Background: an optimization exercise with open tools, aiming at small area. Do not read the settings as production practice.
The RTL was checked by simulation tests, not by an equivalence proof against the original design.
Power figures rest on the tool's default switching activity, not on a simulated workload.

==> flow/design.v (excerpt) <==
module ivt_remote_core (
  input  wire        clk,
  input  wire        rst,           
  input  wire        req_valid,
  output wire        req_ready,
  input  wire [31:0] req_word,
  output wire        resp_valid,
  output wire [31:0] resp_stat,
  output wire [31:0] resp_result,
  input  wire [9:0]  pk_addr,
  output wire [7:0]  pk_data
);
  localparam [3:0] OP_REV    = 4'h1;
  localparam [3:0] OP_ENCT   = 4'h2;
  localparam [3:0] OP_ENCF   = 4'h3;
  localparam [3:0] OP_ENCP   = 4'h4;
  localparam [3:0] OP_ENCI   = 4'h5;
  localparam [3:0] OP_PCLR   = 4'h6;
  localparam [3:0] OP_PXOR   = 4'h7;
  localparam [3:0] OP_PFOLD  = 4'h8;
  localparam [3:0] OP_BUILD  = 4'h9;
  localparam [3:0] OP_ENCODE = 4'hA;
  localparam [3:0] OP_SEND   = 4'hB;
  localparam [3:0] OP_FWR    = 4'hC;
  localparam [3:0] OP_FRD    = 4'hD;
  localparam [3:0] OP_PRD    = 4'hE;
  localparam [3:0] C_NONE         = 4'h0;
  localparam [3:0] C_PWR_MISSING  = 4'h1;
  localparam [3:0] C_PWR_CONFLICT = 4'h2;
  localparam [3:0] C_TEMP_MISSING = 4'h3;
  localparam [3:0] C_TEMP_RANGE   = 4'h4;
  localparam [3:0] C_FAN_MISSING  = 4'h5;
  localparam [3:0] C_FAN_UNRECOG  = 4'h6;
  localparam [3:0] C_REV_WIDTH    = 4'h8;
  localparam [3:0] C_INDEX_RANGE  = 4'h9;
  localparam [3:0] C_UNWRITTEN    = 4'hA;
  localparam [3:0] C_RSVD         = 4'hB;
  localparam [3:0] C_ILLEGAL_OP   = 4'hC;
  reg  [3:0]   cnt;         
  reg  [7:0]   fd [0:12];   
  ...
Settings: LEC_CHECK=0, ABC_AREA=1, CAP_MARGIN=20, CORE_MARGIN=2, CORE_UTILIZATION=40, SLEW_MARGIN=20; clock period 10.0 ns.
standard.sh (not shown) runs the stock make flow with config.mk's settings and CLKGATE_MAP_FILE= SYNTH_SCRIPT=/design/flow/synth_recipe.tcl, a recipe that flattens the netlist after the stock synthesis.
==> flow/flow/run.sh <==
#!/bin/bash
# Own layout flow: the standard flow (standard.sh) with three changes in
# how the layout is made:
#  - synthesis maps the logic with an area-oriented ABC script
#    (flow/abc_area.script, used in place of ORFS's abc_area.script; the
#    rest of the synthesis, and so every register and its name, is the
#    standard one);
#  - port buffering uses the smallest buffer cell (every port still gets
#    its buffer);
#  - clock tree synthesis uses the options in flow/cts_args.txt.
# Each step's full output goes to a log file in this folder (synth.log,
# layout.log); ORFS's own per-step logs stay under orfs/logs/.
set -euo pipefail
W=$(pwd)

rm -rf "$W/scripts_area"
cp -r "$FLOW_HOME/scripts" "$W/scripts_area"
cp "$W/flow/abc_area.script" "$W/scripts_area/abc_area.script"

SCRIPTS_DIR="$W/scripts_area" bash "$W/standard.sh" synth > "$W/synth.log" 2>&1

export BUFFER_PORTS_ARGS="-buffer_cell sky130_fd_sc_hd__buf_1"
if [[ -s "$W/flow/cts_args.txt" ]]; then
  export CTS_ARGS="$(cat "$W/flow/cts_args.txt")"
fi
bash "$W/standard.sh" > "$W/layout.log" 2>&1
==> flow/flow/abc_area.script <==
strash
&get -n
&st
&b
&dch
&nf -R 1000 -p -F 8 -A 4 -a
&put
==> flow/flow/cts_args.txt <==
-sink_clustering_enable -repair_clock_nets -dont_use_dummy_load -buf_list sky130_fd_sc_hd__clkbuf_2 -sink_buffer_max_cap_derate 0.3
The baseline finished with timing, DRC and antenna clean.
Change:
==> flow/flow/cts_args.txt (replaced) <==
-sink_clustering_enable -repair_clock_nets -dont_use_dummy_load -buf_list sky130_fd_sc_hd__clkbuf_2 -sink_clustering_size 8
Effect: The new run ran to the end with no violations. Maximum frequency grows by 0.31%. Core utilization barely changes. Synthesized cell count is unchanged. Area after synthesis does not change.
Change:
==> flow/flow/abc_area.script (replaced) <==
strash
&get -n
&st
&deepsyn -T 60
&b
&dch
&nf -R 1000 -p -F 8 -A 4 -a
&put
==> flow/flow/cts_args.txt (replaced) <==
-sink_clustering_enable -repair_clock_nets -dont_use_dummy_load -buf_list {sky130_fd_sc_hd__clkbuf_2 sky130_fd_sc_hd__clkbuf_4}
What happened: The changed run produced a clean layout. Routed wire length is higher slightly. Setup slack is worse by 0.17 ns. Design area is higher slightly. Core utilization is higher by 0.56 points. Global-route usage is higher by 0.87 points. Combinational power is lower by roughly a tenth. Sequential share of layout area is lower by 0.32 points. Synthesized cell count is lower slightly. Flip-flop and latch count stays the same.
Change:
==> flow/flow/abc_area.script (replaced) <==
strash
&get -n
&st
&b
&dch
&nf -R 1000 -p -F 8 -A 4 -a
&put
==> flow/flow/cts_args.txt (replaced) <==
-sink_clustering_enable -repair_clock_nets -dont_use_dummy_load -buf_list sky130_fd_sc_hd__clkbuf_2 -sink_buffer_max_cap_derate 1.0
Global-route usage shrinks by 0.83 points.
Final cell count grows by 0.97%.
Maximum frequency grows by 1.7%.
Wire length shrinks by 0.60%.
First-iteration DRC count grows by 21%.
Clock-buffer cell count shrinks by 4.
Setup slack gets better by 0.14 ns.
Utilization shrinks by 0.58 points.
Power shrinks by 5.5%.

what the ideal ports hide:
How much do the figures lean on ideal ports? The routed layouts below were timed once more, with nothing changed but the port constraints. Step 1 assumes that a clkbuf_16 drives the clock port and a buf_2 every other input. Step 2 also shifts input and output timing later by t, the mid clock arrival at the registers, as if the neighbouring blocks saw the same clock. Three values: ideal ports, drivers, drivers and shift; two values: the first two.
run | t, ns | setup slack, ns | worst hold slack (ns) | slew at the worst register clock pin (ns)
the first run | 0.769 | 1.861 / 1.837 / 1.837 | 0.307 / 0.307 / 0.307 | 0.11 / 0.11
the second run | 0.776 | 1.886 / 1.863 / 1.863 | 0.269 / 0.269 / 0.269 | 0.11 / 0.11
the third run | 0.645 | 1.719 / 1.696 / 1.696 | 0.259 / 0.259 / 0.259 | 0.07 / 0.07
the fourth run | 0.769 | 1.861 / 1.837 / 1.837 | 0.307 / 0.307 / 0.307 | 0.11 / 0.11
After both steps every run listed still meets setup and hold.
